Context: an optimization exercise on an open-source flow, tuned for a short achievable clock period and few clock cycles. The choices shown serve that exercise and are no tape-out recipe. In this exercise RTL edits were held to simulation tests only and were not proved equivalent to the original. Power figures rest on the tool's default switching activity, not on a simulated workload.

==> flow/design.v <==
module intc_timer (
    input  wire        clk,
    input  wire        rst,
    input  wire        cmd_valid,
    output reg         cmd_ready,
    input  wire [2:0]  cmd_op,
    input  wire [23:0] cmd_arg,
    input  wire [7:0]  cmd_data,
    output reg         rsp_valid,
    output reg  [7:0]  rsp_data,
    output wire [2:0]  pend,
    output reg  [1:0]  irq_line,
    output reg  [15:0] irq_vector
);
    localparam [2:0] OP_POWER    = 3'd0;
    localparam [2:0] OP_STEP     = 3'd1;
    localparam [2:0] OP_READ     = 3'd2;
    localparam [2:0] OP_WRITE    = 3'd3;
    localparam [2:0] OP_LINE     = 3'd4;
    localparam [2:0] OP_BOUNDARY = 3'd5;
    localparam [15:0] VEC_TIQ  = 16'hFFFA;
    localparam [15:0] VEC_IRQ1 = 16'hFFF8;
    localparam [15:0] VEC_IRQ2 = 16'hFFF6;
    localparam [2:0] HOLD = 3'd4;    
    function [7:0] dstep;
        input [7:0] r;
        input       q;
        input [8:0] m;
        reg   [9:0] t;
        begin
            t = {1'b0, r, q} - {1'b0, m};
            dstep = t[9] ? {r[6:0], q} : t[7:0];
        end
    endfunction
    function [7:0] rstep;
        input [7:0] r;
        input [8:0] m;
        input [2:0] s;
        reg  [16:0] ms;
        begin
            ms = {8'b0, m} << s;
            rstep = ({9'b0, r} >= ms) ? r - ms[7:0] : r;
        end
    endfunction
    reg        s0_v;
    reg [2:0]  s0_op;
    reg [23:0] s0_arg;
    reg [7:0]  s0_data;
    reg [2:0]  bc;          
    wire s0_nv;                        
    wire s0_adv = s0_v && (bc == 3'd0 || !s0_nv);     
    wire s0_acc = cmd_valid && cmd_ready;
    wire s0_flag;                      
    wire s0_v_n = s0_acc || (s0_v && !s0_adv);
    function nvc;
        input [2:0]  op;
        input [2:0]  sel;
        input        d0;
        begin
            nvc = op == OP_STEP || op == OP_POWER ||
                  (op == OP_WRITE && sel == 3'd3 && d0) ||
                  (op == OP_READ && sel == 3'd4);
        end
    endfunction
    wire s0_nv_n = s0_acc ? nvc(cmd_op, cmd_arg[2:0], cmd_data[0]) :
                            nvc(s0_op, s0_arg[2:0], s0_data[0]);
    wire [2:0] bc_n = (s0_adv && s0_flag) ? HOLD :
                     (bc != 3'd0) ? bc - 3'd1 : 3'd0;
    always @(posedge clk) begin
        if (rst) begin
            s0_v      <= 1'b0;
            bc        <= 3'd0;
            cmd_ready <= 1'b1;
        end else begin
            s0_v      <= s0_v_n;
            bc        <= bc_n;
            cmd_ready <= !s0_v_n || bc_n == 3'd0 || !s0_nv_n;
        end
        if (s0_acc) begin
            s0_op   <= cmd_op;
            s0_arg  <= cmd_arg;
            s0_data <= cmd_data;
        end
    end
    reg  [2:0] f_dis;
    reg  [2:1] f_irq;
    reg        f_ten;
    reg  [7:0] f_rel;
    reg  [8:0] f_m;         
    wire [2:0] s0_sel = s0_arg[2:0];
    wire s0_power = s0_op == OP_POWER;
    wire s0_step  = s0_op == OP_STEP;
    wire s0_read  = s0_op == OP_READ;
    wire s0_write = s0_op == OP_WRITE;
    wire s0_line  = s0_op == OP_LINE;
    wire s0_bound = s0_op == OP_BOUNDARY;
    reg [7:0] s0_rdf;       
    always @(*) begin
        case (s0_sel)
            3'd0:    s0_rdf = {5'b0, f_dis};
            3'd1:    s0_rdf = {5'b0, f_irq[2], f_irq[1], 1'b0};
            3'd2:    s0_rdf = f_rel;
            3'd3:    s0_rdf = {7'b0, f_ten};
            3'd4:    s0_rdf = 8'h00;
            default: s0_rdf = 8'hFF;
        endcase
    end
    always @(posedge clk) begin
        if (rst) begin
            f_dis <= 3'b0;
            f_irq <= 2'b0;
            f_ten <= 1'b0;
            f_rel <= 8'b0;
            f_m   <= 9'd1;
        end else if (s0_adv) begin
            if (s0_power) begin
                f_dis <= 3'b0;
                f_irq <= 2'b0;
                f_ten <= 1'b0;
                f_rel <= 8'b0;
                f_m   <= 9'd1;
            end
            if (s0_write) begin
                case (s0_sel)
                    3'd0: f_dis <= s0_data[2:0];
                    3'd2: begin
                        f_rel <= s0_data;
                        f_m   <= {1'b0, s0_data} + 9'd1;
                    end
                    3'd3: f_ten <= s0_data[0];
                    default: ;
                endcase
            end
            if (s0_line) begin
                if (s0_data[1:0] == 2'd1) f_irq[1] <= s0_arg[0];
                if (s0_data[1:0] == 2'd2) f_irq[2] <= s0_arg[0];
            end
        end
    end
    localparam F_STEP  = 0;     
    localparam F_POWER = 1;
    localparam F_TLOAD = 2;     
    localparam F_WIST  = 3;     
    localparam F_BOUND = 4;
    localparam F_RD4   = 5;     
    localparam F_RD1   = 6;     
    localparam F_WREL  = 7;     
    localparam F_HINZ  = 8;     
    localparam F_RD    = 9;     
    localparam F_LOW   = 10;    
    localparam F_M     = 11;    
    localparam F_A     = 20;    
    localparam F_B     = 30;    
    localparam PW      = 38;
    wire s0_wrel  = s0_write && s0_sel == 3'd2;
    wire s0_tload = s0_write && s0_sel == 3'd3 && s0_data[0] && !f_ten;
    assign s0_nv = (s0_step && f_ten) || s0_power || s0_tload ||
                   (s0_read && s0_sel == 3'd4);
    wire [PW-1:0] s0_pkt;
    assign s0_pkt[F_STEP]  = s0_step && f_ten;
    assign s0_pkt[F_POWER] = s0_power;
    assign s0_pkt[F_TLOAD] = s0_write && s0_sel == 3'd3 && s0_data[0] && !f_ten;
    assign s0_pkt[F_WIST]  = s0_write && s0_sel == 3'd1;
    assign s0_pkt[F_BOUND] = s0_bound;
    assign s0_pkt[F_RD4]   = s0_read && s0_sel == 3'd4;
    assign s0_pkt[F_RD1]   = s0_read && s0_sel == 3'd1;
    assign s0_pkt[F_WREL]  = s0_wrel;
    assign s0_pkt[F_HINZ]  = s0_arg[23:18] != 6'd0;
    assign s0_pkt[F_RD]    = s0_read;
    assign s0_pkt[F_LOW]   = s0_wrel && s0_data < f_rel;
    assign s0_pkt[F_M +: 9] = f_m;
    assign s0_pkt[F_A +: 10] = s0_bound ?
        {7'b0, {f_irq[2], f_irq[1], 1'b1} & ~f_dis & ~{3{s0_arg[0]}}} :
        s0_arg[9:0];
    assign s0_pkt[F_B +: 8] = s0_step ? s0_arg[17:10] :
                              s0_read ? s0_rdf :
                              s0_wrel ? s0_data : f_rel;
    wire [13:0] s0_nhi = s0_arg[23:10];
    reg          p1_v;
    reg [PW-1:0] p1_pkt;
    wire [7:0]   r1 = dstep(dstep(dstep(8'd0, s0_nhi[13], f_m), s0_nhi[12], f_m), s0_nhi[11], f_m);
    reg  [7:0]   p1_r;
    reg  [10:0]   p1_n;
    always @(posedge clk) begin
        if (rst)
            p1_v <= 1'b0;
        else
            p1_v <= s0_adv;
        p1_pkt <= s0_pkt;
        p1_r   <= r1;
        p1_n   <= s0_nhi[10:0];
    end
    wire [8:0] p1_m = p1_pkt[F_M +: 9];
    reg          p2_v;
    reg [PW-1:0] p2_pkt;
    wire [7:0]   r2 = dstep(dstep(p1_r, p1_n[10], p1_m), p1_n[9], p1_m);
    reg  [7:0]   p2_r;
    reg  [8:0]   p2_n;
    always @(posedge clk) begin
        if (rst)
            p2_v <= 1'b0;
        else
            p2_v <= p1_v;
        p2_pkt <= p1_pkt;
        p2_r   <= r2;
        p2_n   <= p1_n[8:0];
    end
    wire [8:0] p2_m = p2_pkt[F_M +: 9];
    reg          p3_v;
    reg [PW-1:0] p3_pkt;
    wire [7:0]   r3 = dstep(p2_r, p2_n[8], p2_m);
    reg  [7:0]   p3_r;
    reg  [7:0]   p3_n;
    always @(posedge clk) begin
        if (rst)
            p3_v <= 1'b0;
        else
            p3_v <= p2_v;
        p3_pkt <= p2_pkt;
        p3_r   <= r3;
        p3_n   <= p2_n[7:0];
    end
    wire [8:0] p3_m = p3_pkt[F_M +: 9];
    reg          p4_v;
    reg [PW-1:0] p4_pkt;
    wire [7:0]   r4 = dstep(p3_r, p3_n[7], p3_m);
    reg  [7:0]   p4_r;
    reg  [6:0]   p4_n;
    always @(posedge clk) begin
        if (rst)
            p4_v <= 1'b0;
        else
            p4_v <= p3_v;
        p4_pkt <= p3_pkt;
        p4_r   <= r4;
        p4_n   <= p3_n[6:0];
    end
    wire [8:0] p4_m = p4_pkt[F_M +: 9];
    reg          p5_v;
    reg [PW-1:0] p5_pkt;
    wire [7:0]   r5 = dstep(p4_r, p4_n[6], p4_m);
    reg  [7:0]   p5_r;
    reg  [5:0]   p5_n;
    always @(posedge clk) begin
        if (rst)
            p5_v <= 1'b0;
        else
            p5_v <= p4_v;
        p5_pkt <= p4_pkt;
        p5_r   <= r5;
        p5_n   <= p4_n[5:0];
    end
    wire [8:0] p5_m = p5_pkt[F_M +: 9];
    reg          p6_v;
    reg [PW-1:0] p6_pkt;
    wire [7:0]   r6 = dstep(p5_r, p5_n[5], p5_m);
    reg  [7:0]   p6_r;
    reg  [4:0]   p6_n;
    always @(posedge clk) begin
        if (rst)
            p6_v <= 1'b0;
        else
            p6_v <= p5_v;
        p6_pkt <= p5_pkt;
        p6_r   <= r6;
        p6_n   <= p5_n[4:0];
    end
    wire [8:0] p6_m = p6_pkt[F_M +: 9];
    reg          p7_v;
    reg [PW-1:0] p7_pkt;
    wire [7:0]   r7 = dstep(p6_r, p6_n[4], p6_m);
    reg  [7:0]   p7_r;
    reg  [3:0]   p7_n;
    always @(posedge clk) begin
        if (rst)
            p7_v <= 1'b0;
        else
            p7_v <= p6_v;
        p7_pkt <= p6_pkt;
        p7_r   <= r7;
        p7_n   <= p6_n[3:0];
    end
    wire [8:0] p7_m = p7_pkt[F_M +: 9];
    reg          p8_v;
    reg [PW-1:0] p8_pkt;
    wire [7:0]   r8 = dstep(p7_r, p7_n[3], p7_m);
    reg  [7:0]   p8_r;
    reg  [2:0]   p8_n;
    always @(posedge clk) begin
        if (rst)
            p8_v <= 1'b0;
        else
            p8_v <= p7_v;
        p8_pkt <= p7_pkt;
        p8_r   <= r8;
        p8_n   <= p7_n[2:0];
    end
    wire [8:0] p8_m = p8_pkt[F_M +: 9];
    reg          p9_v;
    reg [PW-1:0] p9_pkt;
    wire [7:0]   r9 = dstep(p8_r, p8_n[2], p8_m);
    reg  [7:0]   p9_r;
    reg  [1:0]   p9_n;
    always @(posedge clk) begin
        if (rst)
            p9_v <= 1'b0;
        else
            p9_v <= p8_v;
        p9_pkt <= p8_pkt;
        p9_r   <= r9;
        p9_n   <= p8_n[1:0];
    end
    wire [8:0] p9_m = p9_pkt[F_M +: 9];
    reg          p10_v;
    reg [PW-1:0] p10_pkt;
    wire [7:0]   r10 = dstep(p9_r, p9_n[1], p9_m);
    reg  [7:0]   p10_r;
    reg  [0:0]   p10_n;
    always @(posedge clk) begin
        if (rst)
            p10_v <= 1'b0;
        else
            p10_v <= p9_v;
        p10_pkt <= p9_pkt;
        p10_r   <= r10;
        p10_n   <= p9_n[0:0];
    end
    wire [8:0] p10_m = p10_pkt[F_M +: 9];
    reg          p11_v;
    reg [PW-1:0] p11_pkt;
    wire [7:0]   r11a = p10_r;
    wire [8:0]   x11  = {r11a, p10_n[0]};
    wire [9:0]   t11  = {1'b0, x11} - {1'b0, p10_m};
    wire         k11  = !t11[9];       
    wire [9:0]   c11k = {p10_m, 1'b0} - {1'b0, x11};    
    wire [9:0]   c11n = {1'b0, p10_m} - {1'b0, x11};
    wire [9:0]   e11n = {1'b0, p10_m} + {1'b0, x11};
    reg  [7:0]   p11_a;    
    reg  [8:0]   p11_c;    
    reg  [9:0]   p11_e;    
    always @(posedge clk) begin
        if (rst)
            p11_v <= 1'b0;
        else
            p11_v <= p10_v;
        p11_pkt <= p10_pkt;
        p11_a   <= k11 ? t11[7:0] : x11[7:0];
        p11_c   <= k11 ? c11k[8:0] : c11n[8:0];
        p11_e   <= k11 ? {1'b0, x11} : e11n;
    end
    wire [8:0] p11_m = p11_pkt[F_M +: 9];
    wire       go      = p11_v;
    wire       x_step  = p11_pkt[F_STEP];
    wire       x_power = p11_pkt[F_POWER];
    wire       x_tload = p11_pkt[F_TLOAD];
    wire       x_wist  = p11_pkt[F_WIST];
    wire       x_bound = p11_pkt[F_BOUND];
    wire       x_rd4   = p11_pkt[F_RD4];
    wire       x_rd1   = p11_pkt[F_RD1];
    wire       x_wrel  = p11_pkt[F_WREL];
    wire       x_hinz  = p11_pkt[F_HINZ];
    wire       x_rd    = p11_pkt[F_RD];
    wire [8:0] x_m     = p11_pkt[F_M +: 9];
    wire [9:0] x_nlo   = p11_pkt[F_A +: 10];
    wire [2:0] x_pm    = p11_pkt[F_A +: 3];
    wire [7:0] x_b     = p11_pkt[F_B +: 8];
    wire [7:0] x_a     = p11_a;
    wire [8:0] x_c     = p11_c;
    wire [9:0] x_e     = p11_e;
    reg  [9:0] tcount;
    reg  [7:0] tvalue;
    reg        tline;
    reg  [2:0] pend_r;
    reg  [7:0] r_rel;       
    assign pend = pend_r;
    reg              dv_busy;
    reg  [2:0] dv_cnt;
    reg  [7:0]       dv_r;
    reg  [8:0]       dv_m;
    wire [10:0] tsub = {1'b0, tcount} - {1'b0, x_nlo};
    wire        bw   = tsub[10];
    wire [8:0] d0 = {1'b0, tvalue} - {1'b0, x_b};
    wire [8:0] d1 = {1'b0, tvalue} + {1'b1, ~x_b};
    wire [8:0] z0 = {1'b0, tvalue} - {1'b0, x_a};
    wire [8:0] z1 = {1'b0, tvalue} + {1'b1, ~x_a};
    wire [8:0] zm0 = {1'b0, tvalue} + x_c;
    wire [8:0] zm1 = {1'b0, tvalue} + x_c - 9'd1;
    wire [10:0] zz0 = {3'b0, tvalue} - {1'b0, x_e};
    wire [10:0] zz1 = {3'b0, tvalue} + {1'b1, ~x_e};
    wire [8:0]  d  = bw ? d1  : d0;
    wire [8:0]  z  = bw ? z1  : z0;
    wire [8:0]  zm = bw ? zm1 : zm0;
    wire [10:0] zz = bw ? zz1 : zz0;
    wire        expire = x_hinz || d[8];
    reg [7:0] dv_n;
    always @(*) begin
        case (dv_cnt)
            3'd0: dv_n = rstep(rstep(dv_r, dv_m, 3'd7), dv_m, 3'd6);
            3'd1: dv_n = rstep(rstep(dv_r, dv_m, 3'd5), dv_m, 3'd4);
            3'd2: dv_n = rstep(rstep(dv_r, dv_m, 3'd3), dv_m, 3'd2);
            3'd3: dv_n = rstep(rstep(dv_r, dv_m, 3'd1), dv_m, 3'd0);
            default: dv_n = dv_r;
        endcase
    end
    wire trans = dv_busy || tvalue > r_rel || (p1_v && p1_pkt[F_LOW]) || (p2_v && p2_pkt[F_LOW]) || (p3_v && p3_pkt[F_LOW]) || (p4_v && p4_pkt[F_LOW]) || (p5_v && p5_pkt[F_LOW]) || (p6_v && p6_pkt[F_LOW]) || (p7_v && p7_pkt[F_LOW]) || (p8_v && p8_pkt[F_LOW]) || (p9_v && p9_pkt[F_LOW]) || (p10_v && p10_pkt[F_LOW]) || (p11_v && p11_pkt[F_LOW]);
    assign s0_flag = s0_step && f_ten && s0_nhi >= {5'b0, f_m} && trans;
    wire [2:0] pend_n = !go ? pend_r :
                        x_power ? 3'b0 :
                        x_bound ? {x_pm[2:1], x_pm[0] & tline} : pend_r;
    always @(posedge clk) begin
        if (rst) begin
            tcount    <= 10'd0;
            tvalue    <= 8'd0;
            tline     <= 1'b0;
            pend_r    <= 3'b0;
            r_rel     <= 8'd0;
            dv_busy   <= 1'b0;
            dv_cnt    <= 3'd0;
            rsp_valid <= 1'b0;
        end else begin
            rsp_valid <= go;
            pend_r    <= pend_n;
            if (dv_busy) begin
                dv_r   <= dv_n;
                dv_cnt <= dv_cnt + 3'd1;
                if (dv_cnt == 3'd3) begin
                    dv_busy <= 1'b0;
                    tvalue  <= dv_n;
                end
            end
            if (go) begin
                if (x_power) begin
                    tcount <= 10'd0;
                    tvalue <= 8'd0;
                    tline  <= 1'b0;
                    r_rel  <= 8'd0;
                end
                if (x_wrel)
                    r_rel <= x_b;
                if (x_tload) begin
                    tcount <= 10'd1023;
                    tvalue <= x_b;
                end
                if (x_wist)
                    tline <= 1'b0;
                if (x_step) begin
                    tcount <= tsub[9:0];
                    if (!expire) begin
                        tvalue <= d[7:0];
                    end else begin
                        tline <= 1'b1;
                        if (z[8])
                            tvalue <= zm[7:0];
                        else if (zz[10])
                            tvalue <= z[7:0];
                        else begin
                            dv_busy <= 1'b1;
                            dv_cnt  <= 3'd0;
                            dv_r    <= zz[7:0];
                            dv_m    <= x_m;
                        end
                    end
                end
            end
        end
    end
    always @(posedge clk) begin
        rsp_data <= !x_rd ? 8'h00 : x_rd4 ? tvalue : {x_b[7:1], x_b[0] | (x_rd1 & tline)};
        if (pend_n[0]) begin
            irq_line   <= 2'd0;
            irq_vector <= VEC_TIQ;
        end else if (pend_n[1]) begin
            irq_line   <= 2'd1;
            irq_vector <= VEC_IRQ1;
        end else if (pend_n[2]) begin
            irq_line   <= 2'd2;
            irq_vector <= VEC_IRQ2;
        end else begin
            irq_line   <= 2'd3;
            irq_vector <= 16'h0000;
        end
    end
endmodule
==> flow/run.sh <==
#!/bin/bash
# synth_recipe.tcl (not shown) runs the flow's synth.tcl, then flattens the netlist and writes it again
# the make line also repeats each setting of config.mk as NAME=value (left out here)
make -C /OpenROAD-flow-scripts/flow DESIGN_CONFIG=/design/flow/config.mk WORK_HOME=/design/flow/orfs CLKGATE_MAP_FILE= SYNTH_SCRIPT=/design/flow/synth_recipe.tcl finish
==> flow/config.mk <==
export PLATFORM = sky130hd
export DESIGN_NAME = intc_timer
export DESIGN_NICKNAME = intc_timer
export VERILOG_FILES = /design/flow/design.v
export SDC_FILE = /design/flow/constraint.sdc
export NUM_CORES = 4
export LEC_CHECK = 0
export ABC_CLOCK_PERIOD_IN_PS = 1000
export CAP_MARGIN = 20
export CORE_MARGIN = 2
export CORE_UTILIZATION = 55
export PLACE_DENSITY = 0.7
export SETUP_SLACK_MARGIN = 4.0
export SLEW_MARGIN = 20
export TNS_END_PERCENT = 100
==> flow/constraint.sdc <==
create_clock -name core_clock -period 6.0 [get_ports {clk}]
set_input_delay 1.2000 -clock core_clock [delete_from_list [all_inputs] [get_ports {clk}]]
set_output_delay 1.2000 -clock core_clock [all_outputs]
set_load 0.01 [all_outputs]
==> summary.md, run 1 <==
| Metric | Value |
|---|---|
| Post-route clock skew | 0.0327 ns |
| Net Sw Frac | a little under a third |
| FP Rows | 84 |
| # clock sinks | 720 |
| Routed WL | 68100 um |
| Synthesized area | 28900 sq um |
| Hold_buf cts | 0 |
| Hold-critical path depth | 0 |
| Main synth FF type | dfxtp_1 |
| Switching pwr | 5.04 mW |
| Diodes inserted | 0 |
| Internal power | between 10 and 15 mW |
| Reg power frac | around a third |
| Clock-pin slew on the worst setup and hold paths | around 0.06 ns |
| Yosys reg bits | a little over 700 |
| Critical Path AT | 5.22 ns |
| R2R Setup Slk | 1.28 ns |
| Cell variety after synth | between 80 and 90 |
| Core ar. | 52300 sq um |
| EDFF count, synth | 52 |
| Cells on worst reg2reg path | 25 |
| Area grow syn2layout | 32.1% |
| Worst setup path class | reg2reg |
| Cell taking the most area after synthesis | dfxtp_1 |
| Worst Hold Class | reg2reg |
| Post-synthesis async set-or-reset flop share | 0% |
| Layout filler cell count | 3562 |
| Fin crit share | 78.6% |
| Power, Total | 16.8 mW |
| DP Area | around 31000 sq um |
| Vias in the first global route | 21263 |
| Worst Path Required | 6.51 ns |
| Crit end category | flip-flop |
| Final setup fails | 0 |
| First drt pass iteration count | 6 |
| Power Dens Cells | approximately 440 nW/um^2 |
| Clk Latency, worst-skew pair | between 0.6 and 0.7 ns |
| Die H | 233 um |
| Post-synth top cells | dfxtp_1 (668), inv_1 (259), ha_1 (250), nor2_1 (202), nand2_1 (135) |
| Comb pwr share | 37.9% |
| Post-route design area | 38200 sq um |
| Hold path start | p10_pkt[7] |
| Starting Density | 55.3% |
| DR vias | 20769 |
| Final hold slack | 0.316 ns |
| Seq/Total Area, Yosys | 51.6% |
| RSZ-0062 raised after global routing | yes |
| WL/cell | approximately 18 um |
| Tightest Pin Transition | 0.954 ns |
| Hold Vio Cnt, Final | 0 |
| Clk buf depth | 3 |
| Die ar. | 54500 sq um |
| Share of cells above drive strength 1 | a little under a third |
| Total track usage | 24.4% |
| Largest fanout on the critical path | 8 |
| Crit start category | flip-flop |
| Grt total ovfl | 0 |
| Net count, final | 3455 |
| Mean Syn Cell Area | 10.6 sq um |
| WHS Endpoint | p11_pkt[7] |
| Initial antenna violation count | 1 |
| Cts bufs inserted | roughly 70 |
| Die width | 233 um |
| CTS root buffer | clkbuf_16 |
| CTS tree | built |
| Routed Antenna Nets | 0 |
| Pins Over Slew Limit | 0 |
| Via/cell ratio | 5.35 |
| Fin Setup TNS | 0 ns |
| Count leader, synth | dfxtp_1 |
| Max_cap viols | 0 |
| Fin crit period | 4.72 ns |
| RR Endpoint | p1_r[4] |
| VDD IR max | between 0.3 and 0.4 mV |
| RD Place Congestion | 0.897 |
| 1st-iter DRT viols | around 1100 |
| Hpwl dp | around 42000 um |
| Post-synth top area share | 46.2% |
| Fmax | around 210 MHz |
| Post-synthesis cell count | 2732 |
| Status | complete, no violations |
| Ys Warns | 1 |
| Largest cells by area after synthesis | dfxtp_1 (46%), ha_1 (11%), edfxtp_1 (5.4%), inv_1 (3.4%), mux2_2 (3.2%) |
| Drt drc | 0 |
| Pleak | 15.9 nW |
| Max-Slew Margin vs Limit | 36.0% |
| First-pass GRT wire length | 106000 um |
| Largest net degree at the start of global routing | 49 |
| Clk pwr share | 27.5% |
| R2r startpoint | f_m[7] |
| H-Tree Depth | 3 |
| Number of placed I/O pins | 69 |
| Number of I/O port buffers | between 60 and 70 |
per-stage QoR:
step	std cells	util [%]	setup slack [ns]
finish	3884	73.0	1.28
floorplan	2735	-	1.47
detailed placement	3437	59.7	0.613
global placement	3437	59.7	0.721
global route	3884	73.0	1.05
CTS	3828	70.6	1.38
worst max path at each step:
stage	start	endpoint	slack, ns	cells after the start
after floorplan	s0_arg[23]	p1_r[2]	1.47	27
after global routing	f_m[7]	p1_r[3]	1.05	25
after global placement	tcount[0]	dv_r[5]	0.72	17
final	f_m[7]	p1_r[4]	1.28	25
after CTS	s0_arg[23]	p1_r[3]	1.38	33
after detailed placement	tcount[0]	dv_r[5]	0.61	17
worst max-delay path: stages, from the launching register on:
cell and delay [ns]:
dfxtp_4 0.36, nor4_4 0.27, nand4_1 0.22, a21oi_2 0.26, inv_2 0.07, ha_4 0.21
nor2b_4 0.13, o21ai_2 0.13, nand2b_1 0.09, a21o_1 0.17, a21o_1 0.20, a31oi_4 0.20
o21ai_4 0.09, mux2_4 0.34, inv_4 0.06, ha_4 0.18, nor2b_4 0.12, o21ai_2 0.18
a21boi_2 0.09, o21ai_2 0.20, a21boi_2 0.09, o21ai_1 0.13, nand2b_1 0.11, a31oi_4 0.21
buf_12 0.15, mux2_4 0.30
cell type report:
type	count	area (sq um)	share of cell area [%]
clock buffer	101	2110	5.53
sequential	720	15000	39.3
multi-input combinational	1703	15200	39.8
timing repair inverter	2	15.0	0.0393
timing repair buffer	383	3570	9.34
tap	688	861	2.25
inverter	260	1010	2.65
clock inverter	27	425	1.11
layer usage:
metal | GRT usage, % | routed length [um]
met5 | 0 | 0
met4 | 10.4 | 2370
met3 | 3.47 | 2740
met2 | 43.5 | 34700
met1 | 29.3 | 28300
logic make-up (layout without fill, tap and decap cells):
group,after synthesis,after routing,synth area share [%]
and+or+nand+nor,596,599,10.1
other,1,4,0.0130
xor gates and xnor gates,150,150,4.57
DFF,720,720,51.6
AOI/OAI and AO/OA,545,551,12.1
buffers and inverters,321,773,4.36
muxes,123,123,4.63
adders and majority gates,276,276,12.6
cells in the final DEF, fill, tap and decap left out, types with 15 or more instances in the layout:
cell / instances
clkbuf_8: 16
dfxtp_1: 615
nor3_1: 26
nor2_2: 17
o21bai_1: 16
inv_1: 228
nand2b_1: 42
nand3_1: 25
ha_4: 32
nand2_1: 117
a21oi_2: 28
o21ai_2: 35
mux2_2: 16
a21o_1: 51
buf_4: 220
o21ai_1: 35
xor2_1: 58
a21boi_2: 17
inv_2: 19
nor2b_1: 45
fa_1: 20
dfxtp_2: 40
a22oi_2: 15
xnor2_1: 89
o21a_1: 15
buf_6: 105
clkbuf_16: 74
edfxtp_1: 52
a22oi_1: 17
mux2_4: 68
o211ai_1: 21
clkdlybuf4s50_1: 36
nor2b_4: 17
nor2_1: 180
mux2i_1: 33
ha_1: 204
o21ai_0: 67
a21oi_1: 95
power groups by stage:
| stage | Clock [mW] | Sequential (mW) | Combinational [mW] |
|---|---|---|---|
| finish | 4.61 | 5.80 | 6.36 |
| global route | 4.91 | 5.84 | 6.85 |
| CTS | 4.71 | 5.78 | 5.74 |
| detailed placement | 0 | 5.87 | 4.40 |
| global placement | 0 | 5.86 | 4.27 |
| floorplan | 0 | 5.73 | 3.78 |
what timing repair did:
item                       in CTS  in global routing
buffers inserted              250                 56
pin swaps                     154                148
setup endpoints to repair     245                220
gates cloned                   13                  0
resized for setup             403                196
Testbench counts, summed over its fixed seeds: cycles 5,034.
==> run 2: changes to the inputs <==
--- a/flow/config.mk
+++ b/flow/config.mk
@@ -9,6 +9,5 @@
 export CAP_MARGIN = 20
 export CORE_MARGIN = 2
-export CORE_UTILIZATION = 55
-export PLACE_DENSITY = 0.7
+export CORE_UTILIZATION = 40
 export SETUP_SLACK_MARGIN = 4.0
 export SLEW_MARGIN = 20
==> run 2 against run 1 <==
Clock power fell by 3%; non-clock buffer count fell by 11; count of clock-buffer cells in the layout fell by 7.
==> summary.md, run 2 <==
| Metric | Value |
|---|---|
| Final Util | 53.7% |
| Critical path capture point | p1_r[3] |
| Drt drc | 0 |
| Fmax | roughly 220 MHz |
| Layout filler cell count | 6149 |
| Post-route setup slack | 1.38 ns |
| R2R Setup Slk | about 1.4 ns |
| Fin Setup TNS | 0 ns |
| Cell variety after synth | 86 |
| VDD IR max | 0.315 mV |
| Die H | 273 um |
| DR vias | 20600 |
| Dpl ws | 0.689 ns |
| Critical Path Source | f_m[5] |
| Grt total ovfl | 0 |
| Ys Warns | 1 |
| Power, Total | 16.5 mW |
| Post-synthesis async set-or-reset flop share | 0% |
| Hold Vio Cnt, Final | 0 |
| Routed Antenna Nets | 0 |
| Max-Slew Margin vs Limit | 36.3% |
| Crit start category | flip-flop |
| Most frequent cells in the layout | dfxtp_1 (618), inv_1 (231), buf_4 (216), ha_1 (210), nor2_1 (178) |
| EDFF count, synth | 52 |
| Cells on worst reg2reg path | 31 |
| Die ar. | 74500 sq um |
| Max_cap viols | 0 |
| Largest cells by area after synthesis | dfxtp_1 (46%), ha_1 (11%), edfxtp_1 (5.4%), inv_1 (3.4%), mux2_2 (3.2%) |
| Starting Density | 40.4% |
| Seq/Total Area, Yosys | 51.6% |
| Commonest non-fill, non-tap cell in the layout | dfxtp_1 |
| Cell taking the most area after synthesis | dfxtp_1 |
| Tightest Pin Transition | approximately 0.95 ns |
| Worst setup path class | reg2reg |
| Die width | 273 um |
| Worst Path Required | 6.50 ns |
| Pleak | between 15 and 20 nW |
| Total track usage | 17.5% |
| Slowest cell on crit path | dfxtp_4 |
| Clock-pin slew on the worst setup and hold paths | around 0.06 ns |
| Mean Syn Cell Area | roughly 11 sq um |
| Final setup fails | 0 |
| Main synth FF type | dfxtp_1 |
| Worst Hold Class | reg2reg |
| Status | complete, no violations |
| Clk Latency, worst-skew pair | 0.64 ns |
| Post-synth top area share | 46.2% |
| Count leader, synth | dfxtp_1 |
| Number of placed I/O pins | 69 |
| FP Rows | just under 100 |
| Initial antenna violation count | 1 |
| Fin crit period | between 4 and 5 ns |
| RD Place Congestion | 0.859 |
| # clock sinks | between 700 and 800 |
| Core ar. | 71600 sq um |
| Vias in the first global route | around 21000 |
| Routed WL | between 60000 and 70000 um |
| Cts bufs inserted | slightly above 70 |
| RSZ-0062 raised after global routing | yes |
| Synthesized area | slightly below 30000 sq um |
| First drt pass iteration count | 5 |
| Crit end category | flip-flop |
| Via/cell ratio | 4.98 |
| CP peak stage delay | 0.36 ns |
| Share of cells above drive strength 1 | 30.3% |
| RR Endpoint | p1_r[3] |
| Power Dens Cells | 429 nW/um^2 |
| Clk buf depth | 3 |
| Area grow syn2layout | 32.8% |
| Pins Over Slew Limit | 0 |
| Hpwl dp | 44100 um |
| WL/cell | 16.1 um |
| R2r startpoint | f_m[5] |
| Net count, final | 3442 |
| Most frequent CP cell | buf_4 |
| Post-synth top cells | dfxtp_1 (668), inv_1 (259), ha_1 (250), nor2_1 (202), nand2_1 (135) |
| First-pass GRT wire length | 105000 um |
| Number of I/O port buffers | 67 |
| Largest net degree at the start of global routing | 46 |
| CTS tree | built |
| H-Tree Depth | 3 |
| Yosys reg bits | 720 |
| Critical Path AT | 5.12 ns |
| 1st-iter DRT viols | 922 |
| Post-route clock skew | 0.0293 ns |
| Largest fanout on the critical path | 6 |
| CTS root buffer | clkbuf_16 |
| Post-synthesis cell count | 2732 |
| Fin crit share | 76.9% |
[run 2: cell count changes in the layout (fill, tap and decap cells not counted), sizes merged]
cell,change
clkinv,+4
or2,-1
bufinv,-2
nor2,-1
clkbuf,-6
buf,-12
diode,+1
clkinvlp,+1
inv,+7
[run 2: power by group]
group          switching [mW]  internal [mW]  leakage (nW)  total, mW
logic                    2.76           3.50          8.63       6.26
registers               0.362           5.41          6.03       5.77
clock network            1.93           2.55          1.18       4.47
total                    5.05           11.5          15.8       16.5
[run 2: final cells by class]
type / count / area [sq um] / share of cell area, %
diodes: 1 / 2.50 / 0.00651
clock buffers: 94 / 2010 / 5.22
clock inverters: 37 / 417 / 1.08
inverters: 260 / 1010 / 2.62
multi-input cells: 1701 / 15300 / 39.8
flip-flops and latches: 720 / 15000 / 39.1
well taps: 950 / 1190 / 3.09
repair buffers: 372 / 3460 / 9.01
repair inverters: 2 / 15.0 / 0.0391
[run 2: what timing repair did]
action                                 CTS  global route
endpoints found under the hold margin    0             0
buffers inserted                       228            62
pin swaps                              152           165
setup endpoints to repair              244           211
resized for setup                      415           203
gates cloned                            11             1
hold buffers                             0             0
[run 2: routing by layer]
layer / wire, um / global-route usage, % / up-vias
met2: 34000 / 31.6 / 479
met1: 27100 / 20.3 / 9782
met3: 3250 / 3.01 / 167
li1: - / - / 10172
met5: 0 / 0 / -
met4: 2340 / 7.62 / 0
[run 2: cell families (layout without fill, tap and decap cells)]
group	count (synthesis)	after routing	share of synthesized area [%]
muxes	123	123	4.63
and+or+nand+nor	596	597	10.1
AOI/OAI and AO/OA	545	551	12.1
adders and majority gates	276	276	12.6
other	1	5	0.0130
xor gates and xnor gates	150	150	4.57
buffers and inverters	321	765	4.36
DFF	720	720	51.6
[run 2: how the worst min path moves through the flow]
stage | startpoint | end | slack (ns) | cells past startpoint
4_1_cts | p6_pkt[25] | p7_pkt[25] | 0.31 | 0
2_1_floorplan | p9_n[0] | p10_n | 0.31 | 0
5_1_grt | p6_pkt[25] | p7_pkt[25] | 0.31 | 0
3_3_place_gp | p5_pkt[26] | p6_pkt[26] | 0.31 | 0
3_5_place_dp | p9_n[0] | p10_n | 0.31 | 0
6_report | p9_pkt[0] | p10_pkt[0] | 0.31 | 0
[run 2: stage by stage]
step / instances / hold WS (ns) / instance area, sq um
2_1_floorplan: 2735 / 0.310 / 30100
3_3_place_gp: 3703 / 0.310 / 31600
3_5_place_dp: 3703 / 0.312 / 31600
4_1_cts: 4073 / 0.310 / 37100
5_1_grt: 4137 / 0.309 / 38400
6_report: 4137 / 0.307 / 38400
[run 2: worst max-delay path, delay by kind of cell (launching register included)]
| family | cells | cell delay, ns |
|---|---|---|
| buffers and inverters | 12 | 1.12 |
| AOI/OAI and AO/OA | 7 | 1.06 |
| and+or+nand+nor | 8 | 0.95 |
| muxes | 2 | 0.58 |
| adders and majority gates | 2 | 0.46 |
| DFF | 1 | 0.36 |

==> static timing again, ports no longer ideal <==
In the flow no input, the clock included, has a driving cell. The finished layouts below were timed again as built, in two steps. Step 1 (the two cells are an assumption about what drives the block):
set clk [get_ports {clk}]
set_driving_cell -lib_cell sky130_fd_sc_hd__clkbuf_16 $clk
set_driving_cell -lib_cell sky130_fd_sc_hd__buf_2 [delete_from_list [all_inputs] $clk]
Step 2 moves the port delays by t, midway between the first and last clock arrival at a register: inputs arrive t later, outputs are due t later. That takes back most of the time a late clock gives input paths. Slacks: no drivers / after step 1 / after step 2; pairs: no drivers / after step 1.
run | t (ns) | setup WS [ns] | cell pins on the clock port's net
run 1 | 0.663 | 1.285 / 1.285 / 1.285 | 1
run 2 | 0.678 | 1.383 / 1.383 / 1.383 | 1
After both steps every run listed still meets setup and hold.
